Source: an optimization exercise on an open RTL-to-GDS flow (aim: small area). Production flows keep margins and buffers that such runs may drop. At most, simulation tests tie the RTL to the original design; equivalence was not proved. Power is estimated from default activity; no workload was simulated.

== 10-26 ==
==> flow/design.v <==
module tape_decoder (
    input  wire        clk,
    input  wire        rst,           
    input  wire        cfg_we,
    input  wire [1:0]  cfg_sel,       
    input  wire [31:0] cfg_data,
    input  wire        s_valid,
    input  wire [15:0] s_data,
    output wire        s_ready,
    input  wire        ev_ack,
    output reg  [1:0]  ev_pending,    
    output wire        fault,
    output wire [3:0]  fault_code,
    output reg  [3:0]  seq_len,
    output reg         byte_valid,
    output wire [7:0]  byte_data,
    output reg  [3:0]  byte_field,    
    output reg         blk_done,
    output wire [1:0]  blk_type,      
    output wire [7:0]  blk_len,
    output wire [63:0] name,          
    output wire [7:0]  ftype,
    output wire [7:0]  ascii,
    output wire [7:0]  gap,
    output wire [15:0] start_addr,
    output wire [15:0] load_addr
);
    localparam [3:0] S_SYNC  = 4'd0,
                     S_TYPE  = 4'd1,
                     S_LEN   = 4'd2,
                     S_NAME  = 4'd3,
                     S_FTYPE = 4'd4,
                     S_ASCII = 4'd5,
                     S_GAP   = 4'd6,
                     S_START = 4'd7,
                     S_LOAD  = 4'd8,
                     S_DATA  = 4'd9,
                     S_CKSUM = 4'd10,
                     S_LEAD  = 4'd11;
    localparam [1:0] BT_NAME = 2'd0, BT_DATA = 2'd1, BT_EOF = 2'd2;
    reg [31:0] one_lo, one_hi, zero_lo, zero_hi;
    reg [31:0] clen;          
    reg        prev_nn;
    reg [3:0]   state;
    reg [7:0]   shift;
    reg [2:0]   bitcnt;
    reg [1:0]   btype;
    reg [7:0]   len;
    reg [7:0]   ck;
    reg [7:0]   cnt;          
    reg [1:0]   fc;           
    reg [119:0] rec;
    assign fault      = fc[1] | fc[0];
    assign fault_code = {2'b00, fc};
    assign s_ready    = !fault && (ev_pending == 2'd0);
    assign byte_data  = shift;
    assign blk_type   = btype;
    assign blk_len    = len;
    assign name       = rec[63:0];
    assign ftype      = rec[71:64];
    assign ascii      = rec[79:72];
    assign gap        = rec[87:80];
    assign start_addr = {rec[95:88],   rec[103:96]};
    assign load_addr  = {rec[111:104], rec[119:112]};
    wire push     = s_valid && s_ready && !rst;
    wire neg      = s_data[15];
    wire crossing = prev_nn && neg;
    function automatic le32(input [31:0] a, input [31:0] b);
        integer k;
        reg r;
        begin
            r = 1'b1;
            for (k = 0; k < 32; k = k + 1)
                r = (~a[k] & b[k]) | (~(a[k] ^ b[k]) & r);
            le32 = r;
        end
    endfunction
    wire is_one  = le32(one_lo, clen)  && le32(clen, one_hi);
    wire is_zero = le32(zero_lo, clen) && le32(clen, zero_hi);
    wire bit_ok  = is_one || is_zero;
    wire       bit_in   = push && crossing && bit_ok;
    wire [7:0] shift_in = {is_one, shift[7:1]};
    wire sync_hit = (shift_in[7:2] == 6'b001111) && (bitcnt >= 3'd5) &&
                    (bitcnt < 3'd6 || !shift_in[1]) &&
                    (bitcnt < 3'd7 || !shift_in[0]);
    wire in_sync   = (state == S_SYNC);
    wire byte_done = bit_in && !in_sync && (bitcnt == 3'd7);
    always @(posedge clk) begin
        if (rst) begin
            if (!cfg_we || cfg_sel == 2'd0) one_lo  <= cfg_we ? cfg_data : 32'd18;
            if (!cfg_we || cfg_sel == 2'd1) one_hi  <= cfg_we ? cfg_data : 32'd31;
            if (!cfg_we || cfg_sel == 2'd2) zero_lo <= cfg_we ? cfg_data : 32'd31;
            if (!cfg_we || cfg_sel == 2'd3) zero_hi <= cfg_we ? cfg_data : 32'hFFFF_FFFF;
        end
    end
    always @(posedge clk) begin
        if (rst) begin
            clen    <= 32'd0;
            prev_nn <= 1'b0;
        end else if (push) begin
            prev_nn <= !neg;
            clen    <= crossing ? 32'd1 : clen + 32'd1;
        end
    end
    always @(posedge clk) begin
        if (bit_in) begin
            shift <= shift_in;
            if (state != S_LEAD)
                rec <= {shift[0], rec[119:1]};
        end
    end
    always @(posedge clk) begin
        if (rst)
            bitcnt <= 3'd0;
        else if (bit_in) begin
            if (in_sync)
                bitcnt <= sync_hit ? 3'd0 : (bitcnt == 3'd7 ? 3'd7 : bitcnt + 3'd1);
            else
                bitcnt <= bitcnt + 3'd1;
        end
    end
    always @(posedge clk) begin
        byte_valid <= byte_done;
        blk_done   <= 1'b0;
        if (rst) begin
            state      <= S_SYNC;
            seq_len    <= 4'd0;
            ev_pending <= 2'd0;
            fc         <= 2'd0;
        end else begin
            if (ev_ack && ev_pending != 2'd0) begin
                if (ev_pending[1])
                    seq_len <= 4'd0;
                ev_pending <= 2'd0;
            end
            if (bit_in && in_sync && sync_hit)
                state <= S_TYPE;
            if (byte_done) begin
                byte_field <= state;
                if (state >= S_LEN && state <= S_DATA)
                    cnt <= (state == S_LEN) ? shift_in : cnt - 8'd1;
                ck <= ((state == S_TYPE) ? 8'd0 : ck) + shift_in;
                case (state)
                    S_TYPE: begin
                        btype <= (shift_in == 8'h00) ? BT_NAME :
                                 (shift_in == 8'h01) ? BT_DATA : BT_EOF;
                        if (shift_in == 8'h00 || shift_in == 8'h01 || shift_in == 8'hFF)
                            state <= S_LEN;
                        else
                            state <= S_SYNC;
                    end
                    S_LEN: begin
                        len <= {shift_in[7:2], shift_in[1] & (btype != BT_NAME), shift_in[0]};
                        if ((btype == BT_NAME && shift_in != 8'd15) ||
                            (btype == BT_EOF  && shift_in != 8'd0))
                            state <= S_SYNC;
                        else if (btype == BT_NAME)
                            state <= S_NAME;
                        else if (shift_in == 8'd0)
                            state <= S_CKSUM;
                        else
                            state <= S_DATA;
                    end
                    S_NAME:  if (cnt[2:0] == 3'd0) state <= S_FTYPE;
                    S_FTYPE: state <= S_ASCII;
                    S_ASCII: state <= S_GAP;
                    S_GAP:   state <= S_START;
                    S_START: if (cnt[0]) state <= S_LOAD;
                    S_LOAD:  if (cnt[0]) state <= S_CKSUM;
                    S_DATA:  if (cnt == 8'd1) state <= S_CKSUM;
                    S_CKSUM: begin
                        if (shift_in != ck)
                            fc[0] <= 1'b1;
                        else
                            state <= S_LEAD;
                    end
                    default: begin   
                        if (seq_len[3]) begin
                            fc[1] <= 1'b1;
                        end else begin
                            seq_len  <= seq_len + 4'd1;
                            blk_done <= 1'b1;
                            ev_pending <= (btype == BT_NAME) ? 2'd1 :
                                          (btype == BT_EOF)  ? 2'd2 : 2'd0;
                            state <= S_SYNC;
                        end
                    end
                endcase
            end
        end
    end
endmodule
Settings: LEC_CHECK=0, CAP_MARGIN=20, CORE_MARGIN=2, CORE_UTILIZATION=40, CTS_BUF_LIST=sky130_fd_sc_hd__clkbuf_4, SLEW_MARGIN=20; clock period 10.0 ns.
standard.sh (not shown) runs the stock make flow with config.mk's settings and CLKGATE_MAP_FILE= SYNTH_SCRIPT=/design/flow/synth_recipe.tcl, a recipe that flattens the netlist after the stock synthesis.
==> flow/flow/run.sh <==
#!/bin/bash
set -euo pipefail
bash standard.sh "BUFFER_PORTS_ARGS=-buffer_cell sky130_fd_sc_hd__buf_1" finish > standard_flow.log 2>&1
For 11-24, these inputs were changed with respect to 10-26:
Settings: CTS_BUF_LIST removed (was sky130_fd_sc_hd__clkbuf_4).
==> run notes <==
- Against 10-26, wire length reported by the detailed router in 11-24 came out better.
- Between 10-26 and 11-24, via count of the first global-routing pass decreased.
- As far as final cell area excluding filler cells is concerned, 10-26 and 11-24 perform about the same.
- In 11-24, the data arrival time of the worst path came out 0.22 ns below the value in 10-26.
- Going from 10-26 to 11-24, global routing met3 resource utilization went down 0.71 points, post-route minimum period went down 0.017 ns.
- On growth of design area from synthesis to finish, 10-26 tracks 11-24 almost exactly.
- Sum of met3 wire segment lengths after detailed routing of 11-24 exceeds that of 10-26 by a few percent.
- Lower ratio of cells with drive above 1 in the final layout goes to 11-24 over 10-26.
- Compared with 10-26, 11-24 degrades worst supply voltage drop on vdd.
- The final core utilization was comparable across 11-24 and 10-26.
Function was not checked in any run of this note: the RTL went through the layout flow alone.


Another version of the RTL of tape_decoder (not shown whole).
For scale: ~1100 cells after synthesis, ~210 I/O pins.
clock: 10.0 ns
lec_check: 0
cap_margin: 20
core_margin: 2
core_utilization: 65
slew_margin: 20
==> flow/flow/run.sh <==
#!/bin/bash
set -euo pipefail
CTS="-sink_clustering_enable -sink_clustering_size 24 -sink_clustering_max_diameter 50 -buf_list sky130_fd_sc_hd__clkbuf_8 -dont_use_dummy_load -repair_clock_nets"
bash standard.sh "BUFFER_PORTS_ARGS=-buffer_cell sky130_fd_sc_hd__buf_1" "CTS_ARGS=$CTS" finish > standard_flow.log 2>&1
The starting point ran to the end with no violations.
Then changed:
==> flow/flow/run.sh (replaced) <==
#!/bin/bash
set -euo pipefail
CTS="-sink_clustering_enable -sink_clustering_size 30 -sink_clustering_max_diameter 45 -buf_list sky130_fd_sc_hd__clkbuf_8 -dont_use_dummy_load -repair_clock_nets"
bash standard.sh "BUFFER_PORTS_ARGS=-buffer_cell sky130_fd_sc_hd__buf_1" "CTS_ARGS=$CTS" finish > standard_flow.log 2>&1
CORE_UTILIZATION = 40   (was 65)
Design area increases by 2.7%.
Setup slack gets worse by 67 ps.
Fmax decreases by 1.2%.
Utilization decreases by 27 points.
Clock power increases by 21%.


## rev 12
tape_decoder, a different RTL version from the one above (not shown whole).
Size in the first run: about 1,100 cells after synthesis, roughly 210 I/O pins.
clock: 10.0 ns
lec_check: 0
cap_margin: 20
core_margin: 2
core_utilization: 65
slew_margin: 20
synth_hierarchical: 1
==> flow/flow/run.sh <==
#!/bin/bash
set -euo pipefail
CTS="-sink_clustering_enable -sink_clustering_size 20 -sink_clustering_max_diameter 60 -buf_list sky130_fd_sc_hd__clkbuf_8 -dont_use_dummy_load -repair_clock_nets"
bash standard.sh "BUFFER_PORTS_ARGS=-buffer_cell sky130_fd_sc_hd__buf_1" "CTS_ARGS=$CTS" finish > standard_flow.log 2>&1
diff inputs: rev 12 => rev 13
Settings: swapping 20 for 0 in CAP_MARGIN; swapping 65 for 72 in CORE_UTILIZATION; swapping 20 for 0 in SLEW_MARGIN.
==> flow/flow/run.sh <==
#!/bin/bash
set -euo pipefail
CTS="-sink_clustering_enable -sink_clustering_size 22 -sink_clustering_max_diameter 50 -buf_list sky130_fd_sc_hd__clkbuf_8 -dont_use_dummy_load -repair_clock_nets"
bash standard.sh "BUFFER_PORTS_ARGS=-buffer_cell sky130_fd_sc_hd__buf_1" "CTS_ARGS=$CTS" finish > standard_flow.log 2>&1
Findings:
Reported for rev 13 and rev 12, number of iterations in the first detailed-routing pass turned out identical to the last digit.
Comparing rev 13 and rev 12, the higher clock distribution area overhead in the final layout was measured on rev 13.
For rev 13, the timing endpoint of the critical path was rec[38], unlike rev 12, where it was rec[35].
In the metrics for rev 13 and rev 12, the one carrying the lower detailed-route wire length is rev 12.
Diff rev 13 and rev 12: area growth from synthesis to final layout lower in rev 13
Core utilization of the finished layout in rev 13 vs rev 12: up 6.7 points
Rev 12 → rev 13: clock transition time at the flip-flop clock pins of the worst setup and hold paths saw little to no change, count of endpoints failing setup in the final report flat, fmax went down by 3.0%.

[what the ideal ports hide]
In the flow no input, the clock included, has a driving cell. The finished layouts below were timed again as built, in two steps. Step 1: set_driving_cell puts a clkbuf_16 on clk and a buf_2 on each other input, an assumption about the parent block. Step 2 also shifts input and output timing later by t, the mid clock arrival at the registers, as if the neighbouring blocks saw the same clock. a / b / c = ideal / step 1 / step 2; a / b = the first two.
run	t, ns	setup slack, ns	worst setup path after step 2
10-26	0.778	5.453 / 5.453 / 5.064	input to register
11-24	0.589	5.471 / 5.471 / 5.059	input to register
the first run of note 2	0.607	4.447 / 4.447 / 4.270	input to register
the second run of note 2	0.592	4.380 / 4.380 / 4.295	input to register
rev 12	0.583	2.283 / 2.283 / 2.283	register to register
rev 13	0.593	2.041 / 2.041 / 2.041	register to register
After both steps setup and hold are still met in every run listed. The setup slack of 11-24, which loses most, moves by 0.000 ns with the drivers and by -0.412 ns with both steps.
